Source: an optimization exercise on an open RTL-to-GDS flow (aim: small area, a short achievable clock period and few clock cycles). Production flows keep margins and buffers that such runs may drop. RTL that was checked went through simulation tests only; none was proved equivalent to the original. Function not checked in runs 1 and 2: the RTL went through the layout flow alone. Power figures rest on the tool's default switching activity, not on a simulated workload.

<file path="flow/design.v">
module bat_ms (
    input  wire        clk,
    input  wire        rst,
    input  wire        start,
    input  wire [1:0]  cfg_nsrc_m1,
    input  wire [15:0] cfg_bits_in_m1,           
    input  wire [15:0] cfg_in_align_repeat,      
    input  wire [15:0] cfg_in_align_bits_m1,     
    input  wire [3:0]  cfg_out_align_repeat,
    input  wire [3:0]  cfg_out_align_bits_m1,
    input  wire [15:0] cfg_repeat,
    input  wire [3:0]  in_valid,
    input  wire [3:0]  in_eod,
    input  wire [31:0] in_data,
    output wire [3:0]  in_ready,
    output wire        out_valid,
    output wire [7:0]  out_data,
    input  wire        out_ready,
    output wire        busy,
    output reg         ended_eod
);
    localparam [1:0] S_IDLE = 2'd0,
                     S_RUN  = 2'd1,
                     S_SKIP = 2'd2,
                     S_END  = 2'd3;
    reg [1:0]  state;
    reg [1:0]  nsrc_m1;
    reg [3:0]  bm1   [0:3];       
    reg [3:0]  in_n  [0:3];       
    reg [3:0]  in_pu [0:3];       
    reg [3:0]  out_m;             
    reg [3:0]  out_pu;            
    reg [15:0] rep_left;
    reg        rep_en;
    reg [1:0]  src;
    reg [3:0]  in_cd [0:3];
    reg [3:0]  out_cd;
    reg [3:0]  skip_left;
    reg [6:0]  acc   [0:3];
    reg [2:0]  acc_n [0:3];
    reg        part;
    reg [7:0]  hold;
    reg        s_v;
    reg [15:0] s_bits;
    reg [4:0]  s_w;
    reg        s_pad;
    reg [23:0] em;
    reg [5:0]  em_n;
    reg [2:0]  pp;                
    reg [1:0]  pph;               
    reg [3:0]  pk;                
    reg [3:0]  pr;                
    reg [3:0]  pb;                
    integer i;
    wire       flushing  = (state == S_END) && !s_v;
    assign out_valid = (em_n[5:3] != 3'd0) || (flushing && em_n[2:0] != 3'd0);
    assign out_data  = em[23:16];
    wire       fire      = out_valid && out_ready;
    wire       s_take    = s_v && ({1'b0, em_n} + {2'b0, s_w} <= 7'd24);
    wire [23:0] s_ins    = {s_bits, 8'd0} >> em_n[4:0];
    wire [3:0]  c_bm1   = bm1[src];
    wire [4:0]  c_b     = {1'b0, c_bm1} + 5'd1;
    wire [3:0]  c_n     = in_n[src];
    wire [3:0]  c_cd    = in_cd[src];
    wire [3:0]  c_pad   = in_pu[src];
    wire [6:0]  c_a7    = acc[src];
    wire [14:0] c_acc   = {c_a7, part ? hold : {1'b0, c_a7}};
    wire [3:0]  c_an    = {part, acc_n[src]};
    wire        c_valid = in_valid[src];
    wire        c_eod   = in_eod[src];
    wire [7:0]  c_data  = in_data[8*src +: 8];
    wire        last     = (src == nsrc_m1);
    wire        skipdue  = (c_n != 4'd0) && (c_cd == 4'd1);
    wire        opaddue  = last && (out_m != 4'd0) && (out_cd == 4'd1);
    wire        pad_ok   = (!skipdue || (pp > {1'b0, src})) && (!opaddue || (pp == 3'd5));
    wire        s_free   = !s_v || s_take;
    wire        need     = (c_an <= c_bm1);
    wire        run_go   = (state == S_RUN) && s_free && pad_ok;
    wire        run_rdy  = run_go && need;
    wire        skip_rdy = (state == S_SKIP) && s_free;
    assign in_ready = (run_rdy || skip_rdy) ? (4'b0001 << src) : 4'b0000;
    wire        take     = (run_rdy || skip_rdy) && c_valid;
    wire        take_eod = take && c_eod;
    wire        take_dat = take && !c_eod;
    wire [22:0] x_bits   = {c_acc, c_data};
    wire [4:0]  x_n      = {1'b0, c_an} + (need ? 5'd8 : 5'd0);
    wire [37:0] x_sh     = {x_bits, 15'd0} >> c_an;
    wire [15:0] s_mask   = ~(16'hffff >> c_b);
    wire [15:0] smp      = x_sh[22:7] & s_mask;
    wire        have     = x_n >= c_b;              
    wire [4:0]  left     = x_n - c_b;               
    wire        issue    = run_go && have && (!need || take_dat);
    wire        skip_in  = skipdue && ({1'b0, c_pad} > left);
    wire        skip_done = skip_rdy && take_dat && (skip_left <= 4'd8);
    wire        step_done = (issue && !skip_in) || skip_done;
    wire        win_end   = step_done && last;
    wire        rep_end   = win_end && rep_en && (rep_left == 16'd1);
    reg  [6:0]  win_bits;
    always @(*) begin
        win_bits = {5'd0, nsrc_m1} + 7'd1;
        for (i = 0; i < 4; i = i + 1)
            if (i <= nsrc_m1)
                win_bits = win_bits + {3'd0, bm1[i]};
    end
    wire        pp_src   = (pp[2] == 1'b0);
    wire [1:0]  ppi      = pp[1:0];
    wire [6:0]  pu_x     = pp_src ? {2'd0, {1'b0, bm1[ppi]} + 5'd1} : win_bits;
    wire [3:0]  pu_y     = pp_src ? in_n[ppi] : out_m;
    wire [4:0]  pu_u     = pp_src ? {1'b0, in_pu[ppi]} + 5'd1 : {1'b0, out_pu} + 5'd1;
    wire        pu_need  = pp_src ? ((ppi <= nsrc_m1) && (pu_y != 4'd0)) : (pu_y != 4'd0);
    wire [5:0]  pr_dbl   = {1'b0, pr, pu_x[pk[2:0]]};
    wire [5:0]  pr_dbs   = pr_dbl - {1'b0, pu_u};
    wire [3:0]  pr_red   = pr_dbs[5] ? pr_dbl[3:0] : pr_dbs[3:0];
    wire [4:0]  pr_sub   = {1'b0, pr} - {1'b0, pb};
    wire [4:0]  pr_sua   = pr_sub + pu_u;
    wire [3:0]  pr_acc   = pr_sub[4] ? pr_sua[3:0] : pr_sub[3:0];
    assign busy = (state != S_IDLE);
    always @(posedge clk) begin
        if (rst) begin
            state     <= S_IDLE;
            ended_eod <= 1'b0;
            s_v       <= 1'b0;
            em_n      <= 6'd0;
            em        <= 24'd0;
        end else begin
            if (s_take) begin
                em   <= fire ? ((em | s_ins) << 8) : (em | s_ins);
                em_n <= em_n + s_w + (s_pad ? {2'b0, out_pu} : 6'd0) - (fire ? 6'd8 : 6'd0);
            end else if (fire) begin
                em   <= em << 8;
                em_n <= (em_n[5:3] != 3'd0) ? em_n - 6'd8 : 6'd0;
            end
            if (s_take)
                s_v <= 1'b0;
            if (state != S_IDLE && pp != 3'd5) begin
                if (!pu_need) begin
                    pp  <= pp + 3'd1;
                    pk  <= (pp == 3'd3) ? 4'd6 : 4'd4;
                end else if (pph == 2'd0) begin
                    pr <= pr_red;
                    pk <= pk - 4'd1;
                    if (pk == 4'd0) begin
                        pph <= 2'd1;
                        pb  <= pr_red;
                        pr  <= 4'd0;
                        pk  <= pu_y;
                    end
                end else if (pph == 2'd1) begin
                    pr <= pr_acc;
                    pk <= pk - 4'd1;
                    if (pk == 4'd1)
                        pph <= 2'd2;
                end else begin
                    if (pp_src)
                        in_pu[ppi] <= pr;
                    else
                        out_pu <= pr;
                    pp  <= pp + 3'd1;
                    pph <= 2'd0;
                    pr  <= 4'd0;
                    pk  <= (pp == 3'd3) ? 4'd6 : 4'd4;
                end
            end
            case (state)
            S_IDLE: begin
                if (start) begin
                    nsrc_m1 <= cfg_nsrc_m1;
                    for (i = 0; i < 4; i = i + 1) begin
                        bm1[i]   <= cfg_bits_in_m1[4*i +: 4];
                        in_n[i]  <= cfg_in_align_repeat[4*i +: 4];
                        in_cd[i] <= cfg_in_align_repeat[4*i +: 4];
                        in_pu[i] <= cfg_in_align_bits_m1[4*i +: 4];
                        acc_n[i] <= 3'd0;
                    end
                    out_m    <= cfg_out_align_repeat;
                    out_cd   <= cfg_out_align_repeat;
                    out_pu   <= cfg_out_align_bits_m1;
                    rep_left <= cfg_repeat;
                    rep_en   <= (cfg_repeat != 16'd0);
                    src      <= 2'd0;
                    pp       <= 3'd0;
                    pph      <= 2'd0;
                    pk       <= 4'd4;
                    pr       <= 4'd0;
                    part     <= 1'b0;
                    em       <= 24'd0;
                    state    <= S_RUN;
                end
            end
            S_RUN: begin
                if (take_eod) begin
                    ended_eod <= 1'b1;
                    state     <= S_END;
                end else if (issue) begin
                    s_v    <= 1'b1;
                    s_bits <= smp;
                    s_w    <= c_b;
                    s_pad  <= opaddue && !skip_in;
                    part   <= 1'b0;
                    if (take)
                        acc[src] <= c_data[6:0];
                    if (skip_in) begin
                        acc_n[src] <= 3'd0;
                        skip_left  <= c_pad - left[3:0];
                        state      <= S_SKIP;
                    end else begin
                        acc_n[src] <= left[2:0] - (skipdue ? c_pad[2:0] : 3'd0);
                    end
                end else if (take_dat) begin
                    part <= 1'b1;
                    hold <= c_data;
                end
                if (issue && c_n != 4'd0)
                    in_cd[src] <= skipdue ? c_n : c_cd - 4'd1;
            end
            S_SKIP: begin
                if (take_eod) begin
                    ended_eod <= 1'b1;
                    state     <= S_END;
                end else if (take_dat) begin
                    acc[src] <= c_data[6:0];
                    if (skip_done) begin
                        acc_n[src] <= 3'd0 - skip_left[2:0];
                        state      <= S_RUN;
                        if (opaddue) begin
                            s_v    <= 1'b1;
                            s_bits <= 16'd0;
                            s_w    <= 5'd0;
                            s_pad  <= 1'b1;
                        end
                    end else begin
                        skip_left <= skip_left - 4'd8;
                    end
                end
            end
            S_END: begin
                if (!s_v && em_n == 6'd0)
                    state <= S_IDLE;
            end
            endcase
            if (step_done) begin
                if (last) begin
                    src <= 2'd0;
                    if (out_m != 4'd0)
                        out_cd <= (out_cd == 4'd1) ? out_m : out_cd - 4'd1;
                    if (rep_en)
                        rep_left <= rep_left - 16'd1;
                end else begin
                    src <= src + 2'd1;
                end
            end
            if (rep_end) begin
                ended_eod <= 1'b0;
                state     <= S_END;
            end
        end
    end
endmodule
</file>
<file path="flow/run.sh">
#!/bin/bash
# synth_recipe.tcl (not shown) runs the flow's synth.tcl, then flattens the netlist and writes it again
# the make line also repeats each setting of config.mk as NAME=value (left out here)
make -C /OpenROAD-flow-scripts/flow DESIGN_CONFIG=/design/flow/config.mk WORK_HOME=/design/flow/orfs CLKGATE_MAP_FILE= SYNTH_SCRIPT=/design/flow/synth_recipe.tcl finish
</file>
<file path="flow/config.mk">
export PLATFORM = sky130hd
export DESIGN_NAME = bat_ms
export DESIGN_NICKNAME = bat_ms
export VERILOG_FILES = /design/flow/design.v
export SDC_FILE = /design/flow/constraint.sdc
export NUM_CORES = 4
export LEC_CHECK = 0
export ABC_CLOCK_PERIOD_IN_PS = 5000
export CAP_MARGIN = 20
export CORE_MARGIN = 2
export CORE_UTILIZATION = 40
export PLACE_DENSITY = 0.6
export SETUP_SLACK_MARGIN = 5
export SLEW_MARGIN = 20
</file>
<file path="flow/constraint.sdc">
create_clock -name core_clock -period 10.0 [get_ports {clk}]
set_input_delay 2.0000 -clock core_clock [delete_from_list [all_inputs] [get_ports {clk}]]
set_output_delay 2.0000 -clock core_clock [all_outputs]
set_load 0.01 [all_outputs]
</file>
==> results of run 1 <==
==> path summary, 6_finish.rpt <==
check | from | end | depth (start not counted)
min | em[18] | em[18] | 2
min reg2reg | em[18] | em[18] | 2
max | nsrc_m1[1] | pr[3] | 32
max reg2reg | nsrc_m1[1] | pr[3] | 32
==> sequential cells by signal (all words and copies together), names as in the netlist, 5 cells and up, named ones only <==
signal,flops
em,24
s_w,5
acc_n,12
acc,28
rep_left,16
in_pu,16
in_cd,16
s_bits,16
bm1,16
hold,8
em_n,6
in_n,16
==> logic make-up (layout without fill, tap and decap cells) <==
group / after synthesis / after routing
AOI/OAI and AO/OA: 406 / 407
xor gates and xnor gates: 44 / 44
adders and majority gates: 117 / 117
buffers and inverters: 193 / 400
DFF: 227 / 227
muxes: 140 / 141
and+or+nand+nor: 487 / 489
==> metal layers <==
layer  track usage  up-vias  share of wire
met4        0.0802        0          0.038
met1         0.294     6615           0.42
li1              -     6381              -
met3        0.0285       93          0.045
met2         0.389      387           0.49
met5             0        -              0
==> cell type report <==
class                      count  area (sq um)
timing repair inverter         1          5.00
clock buffer                  35           716
inverter                     106           433
fill                        3492         19000
sequential                   227          6440
multi-input combinational   1198          9980
timing repair buffer         245          2410
clock inverter                13           119
tap                          525           657
==> cell usage after synthesis (all sizes together), types with 32 or more instances <==
library cell / count
edfxtp: 189
o21ai: 98
dfxtp: 38
a211oi: 34
nor3: 39
nand2: 169
clkbuf: 59
nor2: 136
ha: 101
inv: 105
mux2i: 61
a21oi: 101
a21o: 32
mux2: 42
mux4: 37
==> repair_timing <==
| action | in CTS | in global routing |
|---|---|---|
| endpoints found under the setup margin | 153 | 151 |
| setup buffers | 74 | 22 |
| gates cloned | 6 | 1 |
| gates resized for setup | 140 | 101 |
| pin swaps | 47 | 64 |
==> worst min-delay path, stage by stage (launching register included) <==
cell and delay [ns]:
dfxtp_1 0.31, nand2_1 0.05, a31oi_1 0.07
==> stage by stage <==
step	hold slack, ns	setup slack (ns)	util	std cells	total power [mW]
CTS	0.481	3.30	0.506	2327	5.28
global placement	0.455	3.01	0.454	2199	3.87
finish	0.479	3.27	0.523	2350	5.59
detailed placement	0.465	2.91	0.454	2199	3.93
global route	0.495	2.98	0.523	2350	5.96
floorplan	0.435	3.54	-	1614	3.31
==> power breakdown <==
part	leakage, nW	switching [mW]	internal, mW	total, mW
Clock	0.401	0.396	0.552	0.948
Sequential	2.08	0.134	1.24	1.37
Combinational	5.41	1.73	1.53	3.26
Total	7.89	2.26	3.33	5.59
==> reports/results.txt, run 1 <==
Fin. Hold Viols: 0
Synth top area cells: edfxtp_1, ha_1, mux4_2, dfxtp_1, nand2_1
Initial antenna violation count: 0
Synth Area per Inst: 9.98 sq um
Synth Area in Adders: 0.0984
CP endpoint kind: flip-flop
Clock-pin slew on the worst setup and hold paths: 0.06 ns
Drt total wl: 47900 um
Clk sinks: 227
Most frequent cells in the layout: edfxtp_1, nand2_1, clkdlybuf4s50_1, nor2_1, a21oi_1
Via count: 13476
Iteration count of the initial detailed-routing pass: 6
First-pass GRT wire length: 74700 um
RD Place Congestion: 0.906
CP bufs+invs: 5
Die Area: 41900 sq um
Worst Setup Start Kind: flip-flop
Largest family of logic cells by synthesized area: compound AO/OA/AOI/OAI gates
CTS tree: yes
Commonest non-fill, non-tap cell in the layout: edfxtp_1
Synth Net Count: 1849
Critical Path AT: 7.00 ns
Synth-to-layout area growth: 29.0%
Post-synth top flop: edfxtp_1
Worst-skew pair later-pin latency: 0.56 ns
CTS Buf Count: 26
DRC viols: 0
# IOs: 133
Compound-cell area share of the yosys netlist: 0.166
P_leak: 7.89 nW
RSZ-0062 raised after global routing: yes
Worst-path fanout max: 5
Slew Limit Fails: 0
WP data required: 10.27 ns
Setup violators final: 0
Largest net degree at the start of global routing: 46
DP HPWL: 33800 um
FF-to-FF setup slack: 3.27 ns
ANT nets after route: 0
Final worst path period share: 0.673
Area leader, netlist: edfxtp_1
IO Port Bufs: 132
Post-synth EDFFs: 189
Die W: 205 um
CP dominant cell by count: inv_2
Final setup skew: 0.0357 ns
Hold WC Path Type: flip-flop to flip-flop
Yosys cell types: 85
H-tree depth: 1
Synth Area in XOR/XNOR: 0.0239
Mapped Cells: 1614
Register area share after synthesis: 0.400
Synth Register Bits: 227
Slew margin rel.: 0.251
Rows: 73
Crit path max-delay family: compound AO/OA/AOI/OAI gates
Fin area: 20800 sq um
Max Cap Viol: 0
Largest stage delay, worst path: 0.54 ns
Setup TNS: 0 ns
PwrDens: 269 nW/um^2
Fmax: 149 MHz
Hold buffers post-CTS: 0
Die Y: 205 um
Status: timing/DRC/antenna clean
Worst path slowest cell: fa_2
Placed Area: 18000 sq um
Clock tree buffer depth: 3
GRT Overall Usage: 0.227
Total overflow reported by the global router: 0
Number of global-route vias before repair: 13582
Nets: 2040
Mux cell area share after synthesis: 0.119
Top-area cell type share of the netlist area: 0.353
Detailed Route Iter0 Violations: 1067
Netlist Area Pre-Place: 16100 sq um
Crit Path Class: flip-flop to flip-flop
Minimum clock period after layout: 6.73 ns
Diode count: 0
Core area: 39700 sq um
WL/cell: 20.4 um
Layout cell share with drive strength beyond 1: 0.219
Maximum VDD drop: 0.000168 V
Initial Utilization: 0.405
Asr flop ratio synth: 0
Worst-margin pin slew: 1.12 ns
Yosys warns: 3
Root buffer cell: clkbuf_16
Simple-Gate Fraction of Synth Area: 0.144
Via/cell ratio: 5.73
==> run 2: changes to the inputs <==
--- a/flow/config.mk
+++ b/flow/config.mk
@@ -6,9 +6,7 @@
 export NUM_CORES = 4
 export LEC_CHECK = 0
-export ABC_CLOCK_PERIOD_IN_PS = 5000
 export CAP_MARGIN = 20
 export CORE_MARGIN = 2
 export CORE_UTILIZATION = 40
 export PLACE_DENSITY = 0.6
-export SETUP_SLACK_MARGIN = 5
 export SLEW_MARGIN = 20
==> reports/results.txt, run 2 <==
Top cells by count, synth: edfxtp_1, nand2_1, nor2_1
Fin Hold WS: 0.469 ns
Synth top area cells: edfxtp_1, ha_1, mux4_2, dfxtp_1, nand2_1
Register area share after synthesis: 0.400
Asr flop ratio synth: 0
Worst Setup Start Kind: flip-flop
Netlist Area Pre-Place: 16100 sq um
GRT Overall Usage: 0.209
H-tree depth: 1
Synth-to-layout area growth: 15.9%
Clk sinks: 227
Yosys warns: 3
Post-synth top flop: edfxtp_1
Largest regs: acc x28, em x24
Synth Register Bits: 227
Initial antenna violation count: 0
Setup TNS: 0 ns
Number of global-route vias before repair: 12805
IO Port Bufs: 132
Minimum clock period after layout: 7.75 ns
Compound-cell area share of the yosys netlist: 0.166
Iteration count of the initial detailed-routing pass: 8
Clock-pin slew on the worst setup and hold paths: 0.06 ns
ANT nets after route: 0
Yosys cell types: 85
PwrDens: 254 nW/um^2
Critical Path AT: 8.02 ns
P_leak: 7.14 nW
Maximum VDD drop: 0.000153 V
First-pass GRT wire length: 69500 um
Max Cap Viol: 0
Largest Register: acc
Setup bufs post-CTS: 0
Most frequent cells in the layout: edfxtp_1, nand2_1, clkdlybuf4s50_1, nor2_1
Crit Path Class: flip-flop to flip-flop
Leading cell type by number of instances after synthesis: edfxtp_1
WP data required: 10.26 ns
Total overflow reported by the global router: 0
Die Area: 41900 sq um
Initial Utilization: 0.405
Status: timing/DRC/antenna clean
Simple-Gate Fraction of Synth Area: 0.144
Multi-input logic area: 8900 sq um
Worst-path fanout max: 9
Synth Area per Inst: 9.98 sq um
Fmax: 129 MHz
Nets: 1939
Die W: 205 um
DP HPWL: 32900 um
Slew Limit Fails: 0
Mapped Cells: 1614
Worst-margin pin slew: 0.992 ns
Layout cell share with drive strength beyond 1: 0.0934
Fill cells: 3775
Diode count: 0
# IOs: 133
Final worst path period share: 0.775
Via/cell ratio: 5.73
Top-area cell type share of the netlist area: 0.353
Rows: 73
Drt total wl: 43100 um
FF/Latch Area: 6440 sq um
Clock tree buffer depth: 3
RSZ-0062 raised after global routing: no
Largest stage delay, worst path: 0.57 ns
Worst path slowest cell: edfxtp_1
Detailed Route Iter0 Violations: 1221
Slew margin rel.: 0.336
Die Y: 205 um
Fin. Hold Viols: 0
Largest net degree at the start of global routing: 48
Largest family of logic cells by synthesized area: compound AO/OA/AOI/OAI gates
Final setup skew: 0.0257 ns
Synth Area in XOR/XNOR: 0.0239
Setup violators final: 0
CTS Buf Count: 27
Core area: 39700 sq um
Hold buffers post-CTS: 0
Resize count post-CTS: 0
Synth Area in Adders: 0.0984
DRC viols: 0
Hold WC Path Type: flip-flop to flip-flop
Synth Net Count: 1849
Commonest non-fill, non-tap cell in the layout: edfxtp_1
Via count: 12877
CP endpoint kind: flip-flop
WL/cell: 19.2 um
RD Place Congestion: 0.895
Max reg flops: 28
Root buffer cell: clkbuf_16
Area leader, netlist: edfxtp_1
Worst-skew pair later-pin latency: 0.56 ns
FF-to-FF setup slack: 2.25 ns
CTS tree: yes
Post-synth EDFFs: 189
Mux cell area share after synthesis: 0.119
==> run 2: changes by cell type in the layout (fill, tap and decap cells not counted), sizes merged, moves of 2 or more <==
| cell | change |
|---|---|
| buf | -99 |
| clkbuf | -2 |
| clkdlybuf4s50 | +4 |
| inv | +3 |
| bufbuf | -2 |
==> run 2: metal layers <==
metal / vias to the layer above / global-route usage / share of wire
li1: 6175 / - / -
met1: 6250 / 0.272 / 0.43
met2: 361 / 0.359 / 0.49
met3: 91 / 0.0248 / 0.046
met4: 0 / 0.0696 / 0.034
met5: - / 0 / 0
==> run 2: final cells by class <==
| type | instances | area share |
|---|---|---|
| Timing Repair Buffer | 148 | 0.0772 |
| Clock inverter | 16 | 0.00677 |
| Clock buffer | 33 | 0.0379 |
| Sequential cell | 227 | 0.345 |
| Inverter | 106 | 0.0213 |
| Multi-Input combinational cell | 1194 | 0.477 |
| Tap cell | 525 | 0.0352 |
==> run 2: where the power goes <==
group / switching (mW) / internal, mW
Sequential: 0.139 / 1.24
Combinational: 1.39 / 1.04
Clock: 0.404 / 0.531
Total: 1.93 / 2.81
==> run 2: final timing paths <==
| path | start | cells after the start | end |
|---|---|---|---|
| worst max-delay path | nsrc_m1[1] | 31 | pr[3] |
| worst min-delay path | em[4] | 2 | em[4] |
| worst max register to register | nsrc_m1[1] | 31 | pr[3] |
| worst min register to register | em[4] | 2 | em[4] |
==> run 2: critical path, delay by kind of cell (launching register included) <==
family | cells | cell delay (ns)
AOI/OAI and AO/OA | 14 | 3.08
adders and majority gates | 6 | 2.00
buffers and inverters | 3 | 0.24
xor gates and xnor gates | 3 | 0.61
and+or+nand+nor | 3 | 0.34
muxes | 2 | 0.60
DFF | 1 | 0.57
==> run 2: cell families (layout without fill, tap and decap cells) <==
group | count (synthesis) | after routing
simple gates | 487 | 487
xor+xnor | 44 | 44
flops | 227 | 227
compound gates | 406 | 406
buf+inv | 193 | 303
mux | 140 | 140
fa+ha+maj | 117 | 117
==> run 2: stage by stage <==
stage          area [sq um]  cells  setup slack, ns  power [mW]  utilization
2_1_floorplan         16100   1614             3.11        3.20            -
3_3_place_gp          17800   2200             2.62        3.76        0.449
3_5_place_dp          17800   2200             2.34        3.81        0.449
4_1_cts               18700   2249             2.34        4.77        0.470
5_1_grt               18700   2249             1.56        5.15        0.470
6_report              18700   2249             2.25        4.75        0.470
==> run 3: changes to the inputs <==
--- a/flow/design.v
+++ b/flow/design.v
@@ -37,8 +37,6 @@
     reg [3:0]  out_cd;
     reg [3:0]  skip_left;
-    reg [6:0]  acc   [0:3];
-    reg [2:0]  acc_n [0:3];
-    reg        part;
-    reg [7:0]  hold;
+    reg [14:0] acc   [0:3];
+    reg [3:0]  acc_n [0:3];
     reg        s_v;
     reg [15:0] s_bits;
@@ -49,7 +47,8 @@
     reg [2:0]  pp;                
     reg [1:0]  pph;               
-    reg [3:0]  pk;                
-    reg [3:0]  pr;                
-    reg [3:0]  pb;                
+    reg [2:0]  pk;                
+    reg [3:0]  pc;                
+    reg [4:0]  pr;                
+    reg [4:0]  pb;                
     integer i;
     wire       flushing  = (state == S_END) && !s_v;
@@ -64,7 +63,6 @@
     wire [3:0]  c_cd    = in_cd[src];
     wire [3:0]  c_pad   = in_pu[src];
-    wire [6:0]  c_a7    = acc[src];
-    wire [14:0] c_acc   = {c_a7, part ? hold : {1'b0, c_a7}};
-    wire [3:0]  c_an    = {part, acc_n[src]};
+    wire [14:0] c_acc   = acc[src];
+    wire [3:0]  c_an    = acc_n[src];
     wire        c_valid = in_valid[src];
     wire        c_eod   = in_eod[src];
@@ -109,10 +107,10 @@
     wire [4:0]  pu_u     = pp_src ? {1'b0, in_pu[ppi]} + 5'd1 : {1'b0, out_pu} + 5'd1;
     wire        pu_need  = pp_src ? ((ppi <= nsrc_m1) && (pu_y != 4'd0)) : (pu_y != 4'd0);
-    wire [5:0]  pr_dbl   = {1'b0, pr, pu_x[pk[2:0]]};
+    wire [5:0]  pr_dbl   = {pr, pu_x[pk]};
     wire [5:0]  pr_dbs   = pr_dbl - {1'b0, pu_u};
-    wire [3:0]  pr_red   = pr_dbs[5] ? pr_dbl[3:0] : pr_dbs[3:0];
-    wire [4:0]  pr_sub   = {1'b0, pr} - {1'b0, pb};
-    wire [4:0]  pr_sua   = pr_sub + pu_u;
-    wire [3:0]  pr_acc   = pr_sub[4] ? pr_sua[3:0] : pr_sub[3:0];
+    wire [4:0]  pr_red   = pr_dbs[5] ? pr_dbl[4:0] : pr_dbs[4:0];
+    wire [5:0]  pr_sub   = {1'b0, pr} - {1'b0, pb};
+    wire [5:0]  pr_sua   = pr_sub + {1'b0, pu_u};
+    wire [4:0]  pr_acc   = pr_sub[5] ? pr_sua[4:0] : pr_sub[4:0];
     assign busy = (state != S_IDLE);
     always @(posedge clk) begin
@@ -136,28 +134,28 @@
                 if (!pu_need) begin
                     pp  <= pp + 3'd1;
-                    pk  <= (pp == 3'd3) ? 4'd6 : 4'd4;
+                    pk  <= (pp == 3'd3) ? 3'd6 : 3'd4;
                 end else if (pph == 2'd0) begin
                     pr <= pr_red;
-                    pk <= pk - 4'd1;
-                    if (pk == 4'd0) begin
+                    pk <= pk - 3'd1;
+                    if (pk == 3'd0) begin
                         pph <= 2'd1;
                         pb  <= pr_red;
-                        pr  <= 4'd0;
-                        pk  <= pu_y;
+                        pr  <= 5'd0;
+                        pc  <= pu_y;
                     end
                 end else if (pph == 2'd1) begin
                     pr <= pr_acc;
-                    pk <= pk - 4'd1;
-                    if (pk == 4'd1)
+                    pc <= pc - 4'd1;
+                    if (pc == 4'd1)
                         pph <= 2'd2;
                 end else begin
                     if (pp_src)
-                        in_pu[ppi] <= pr;
+                        in_pu[ppi] <= pr[3:0];
                     else
-                        out_pu <= pr;
+                        out_pu <= pr[3:0];
                     pp  <= pp + 3'd1;
                     pph <= 2'd0;
-                    pr  <= 4'd0;
-                    pk  <= (pp == 3'd3) ? 4'd6 : 4'd4;
+                    pr  <= 5'd0;
+                    pk  <= (pp == 3'd3) ? 3'd6 : 3'd4;
                 end
             end
@@ -171,5 +169,5 @@
                         in_cd[i] <= cfg_in_align_repeat[4*i +: 4];
                         in_pu[i] <= cfg_in_align_bits_m1[4*i +: 4];
-                        acc_n[i] <= 3'd0;
+                        acc_n[i] <= 4'd0;
                     end
                     out_m    <= cfg_out_align_repeat;
@@ -181,7 +179,6 @@
                     pp       <= 3'd0;
                     pph      <= 2'd0;
-                    pk       <= 4'd4;
-                    pr       <= 4'd0;
-                    part     <= 1'b0;
+                    pk       <= 3'd4;
+                    pr       <= 5'd0;
                     em       <= 24'd0;
                     state    <= S_RUN;
@@ -197,17 +194,16 @@
                     s_w    <= c_b;
                     s_pad  <= opaddue && !skip_in;
-                    part   <= 1'b0;
                     if (take)
-                        acc[src] <= c_data[6:0];
+                        acc[src] <= x_bits[14:0];
                     if (skip_in) begin
-                        acc_n[src] <= 3'd0;
+                        acc_n[src] <= 4'd0;
                         skip_left  <= c_pad - left[3:0];
                         state      <= S_SKIP;
                     end else begin
-                        acc_n[src] <= left[2:0] - (skipdue ? c_pad[2:0] : 3'd0);
+                        acc_n[src] <= left[3:0] - (skipdue ? c_pad : 4'd0);
                     end
                 end else if (take_dat) begin
-                    part <= 1'b1;
-                    hold <= c_data;
+                    acc[src]   <= x_bits[14:0];
+                    acc_n[src] <= x_n[3:0];
                 end
                 if (issue && c_n != 4'd0)
@@ -219,7 +215,7 @@
                     state     <= S_END;
                 end else if (take_dat) begin
-                    acc[src] <= c_data[6:0];
+                    acc[src] <= x_bits[14:0];
                     if (skip_done) begin
-                        acc_n[src] <= 3'd0 - skip_left[2:0];
+                        acc_n[src] <= 4'd8 - skip_left;
                         state      <= S_RUN;
                         if (opaddue) begin
==> reports/results.txt, run 3 <==
Netlist Area Pre-Place: 17500 sq um
Largest stage delay, worst path: 0.63 ns
Initial Utilization: 0.406
Maximum VDD drop: 0.000162 V
Commonest non-fill, non-tap cell in the layout: edfxtp_1
DP HPWL: 35400 um
Final setup skew: 0.0172 ns
P_leak: 7.72 nW
Synth Register Bits: 259
Synth Area per Inst: 10.5 sq um
Total power: 5.58 mW
Final cell count without fillers: 2364
First-pass GRT wire length: 75100 um
# IOs: 133
Detailed Route Iter0 Violations: 1066
Slew Limit Fails: 0
Largest Register: acc
Worst-margin pin slew: 0.942 ns
Fmax: 118 MHz
CTS tree: yes
Yosys warns: 3
H-tree depth: 1
Post-synth EDFFs: 221
Most frequent cells in the layout: edfxtp_1, nand2_1, clkdlybuf4s50_1, nor2_1, ha_1
Layout cell share with drive strength beyond 1: 0.0961
Worst path slowest cell: xnor2_1
Number of global-route vias before repair: 13704
Mapped Cells: 1668
Area leader, netlist: edfxtp_1
Status: timing/DRC/antenna clean
Iteration count of the initial detailed-routing pass: 7
Total overflow reported by the global router: 0
Post-Place Setup Slack: 1.69 ns
Die Area: 45400 sq um
PwrDens: 275 nW/um^2
Minimum clock period after layout: 8.49 ns
Final worst path period share: 0.849
CTS Buf Count: 31
CP endpoint kind: flip-flop
Die Y: 213 um
Synth Net Count: 1908
Die W: 213 um
Hold WC Path Type: flip-flop to flip-flop
Dpl cells: 2306
Yosys cell types: 97
RSZ-0062 raised after global routing: no
ANT nets after route: 0
Fin. Hold Viols: 0
DRC viols: 0
Via count: 13449
Leading cell type by number of instances after synthesis: edfxtp_1
Core area: 43100 sq um
Rows: 76
Max Cap Viol: 0
Fill cells: 3970
Register area share after synthesis: 0.423
Asr flop ratio synth: 0
Final setup margin: 1.51 ns
GRT Overall Usage: 0.212
IO Port Bufs: 132
Setup TNS: 0 ns
Top cells by count, synth: edfxtp_1, nand2_1, nor2_1
Hold buffers post-CTS: 0
Drt total wl: 47300 um
Largest net degree at the start of global routing: 46
Synth top area cells: edfxtp_1, ha_1, mux4_2, mux2i_1, dfxtp_1
Worst Setup Start Kind: flip-flop
WP data required: 10.29 ns
Via/cell ratio: 5.69
Resize count post-CTS: 0
Clock tree buffer depth: 3
Crit Path Class: flip-flop to flip-flop
Setup bufs post-CTS: 0
Critical Path AT: 8.78 ns
Diode count: 0
Clk sinks: 259
Worst-path fanout max: 8
Nets: 1995
Top-area cell type share of the netlist area: 0.379
RD Place Congestion: 0.893
Slew margin rel.: 0.371
Largest regs: acc x60, em x24
Max reg flops: 60
CP dominant cell by count: ha_1
Post-synth top flop: edfxtp_1
Worst-skew pair later-pin latency: 0.58 ns
Initial antenna violation count: 0
Clock-pin slew on the worst setup and hold paths: 0.06 ns
Setup violators final: 0
Synth-to-layout area growth: 16.1%
Root buffer cell: clkbuf_16
WL/cell: 20.0 um
[run 3: cell count changes after synthesis, moves of 7 or more]
cell	previous run	this run
a21o_1	32	39
a21oi_1	101	86
xnor2_1	25	33
o21ai_0	94	81
mux2_2	34	20
edfxtp_1	189	221
or3_1	3	11
nand3_1	30	38
mux4_2	37	45
mux2i_1	61	77
[run 3: through the flow]
step	util	area [sq um]	hold slack [ns]
finish	0.471	20300	0.470
global route	0.471	20300	0.488
CTS	0.471	20300	0.475
detailed placement	0.447	19200	0.461
global placement	0.447	19200	0.449
floorplan	-	17500	0.435
[run 3: final timing paths]
path	startpoint	to	slack, ns	cells after the start
max	nsrc_m1[1]	pr[4]	1.51	35
min	em[1]	em[1]	0.47	2
max reg2reg	nsrc_m1[1]	pr[4]	1.51	35
min reg2reg	em[1]	em[1]	0.47	2
[run 3: logic make-up (layout without fill, tap and decap cells)]
group,after synthesis,count (layout),share of synthesized area
DFF,259,259,0.423
muxes,153,153,0.123
xor gates and xnor gates,50,50,0.0258
AOI/OAI and AO/OA,382,382,0.148
and+or+nand+nor,506,506,0.140
adders and majority gates,122,122,0.0942
buffers and inverters,196,307,0.0464
[run 3: critical path: cells and delay by family, from the launching register on]
kind / cells / cell delay, ns
AOI/OAI and AO/OA: 13 / 2.66
xor gates and xnor gates: 2 / 0.87
adders and majority gates: 6 / 1.96
buffers and inverters: 4 / 0.35
DFF: 1 / 0.51
muxes: 1 / 0.43
and+or+nand+nor: 9 / 1.41
[run 3: cell type report]
type | instances | area (sq um) | share of cell area
multi-input combinational | 1213 | 9300 | 0.458
sequential | 259 | 7400 | 0.365
timing repair buffer | 147 | 1450 | 0.0712
clock buffer | 36 | 795 | 0.0391
tap | 585 | 732 | 0.0361
inverter | 103 | 387 | 0.0190
clock inverter | 21 | 240 | 0.0118
[run 3: power by group]
part           total, mW  switching, mW  internal [mW]
clock               1.15          0.457          0.696
sequential          1.58          0.158           1.42
combinational       2.85           1.63           1.22
total               5.58           2.25           3.34
[run 3: metal layers]
metal  up-vias  share of wire  track usage
li1       6395              -            -
met1      6583           0.43        0.278
met2       391           0.49        0.362
met3        80          0.052       0.0257
met4         0          0.028       0.0707
met5         -              0            0
Testbench counts of run 3, summed over its fixed seeds: cycles 51,187.

port drivers added, routing unchanged:
Ports are ideal in the flow. The routed layouts listed here were re-timed in OpenROAD. Step 1 (the two cells are an assumption about what drives the block):
set clk [get_ports {clk}]
set_driving_cell -lib_cell sky130_fd_sc_hd__clkbuf_16 $clk
set_driving_cell -lib_cell sky130_fd_sc_hd__buf_2 [delete_from_list [all_inputs] $clk]
Step 2 adds t to the input delays and takes it off the output delays; t is the mean of the earliest and latest rising clock arrival at the registers after step 1. Input paths then give back, and output paths get back, about the clock's delay inside the block. Slacks: ideal ports / drivers / drivers and shift; pairs: ideal ports / drivers.
| run | t (ns) | setup WS [ns] | pins driven straight from the clock port |
|---|---|---|---|
| run 1 | 0.600 | 3.274 / 3.274 / 3.274 | 1 |
| run 2 | 0.598 | 2.246 / 2.246 / 2.246 | 1 |
| run 3 | 0.629 | 1.509 / 1.509 / 1.509 | 1 |
After both steps setup and hold are still met in every run listed.
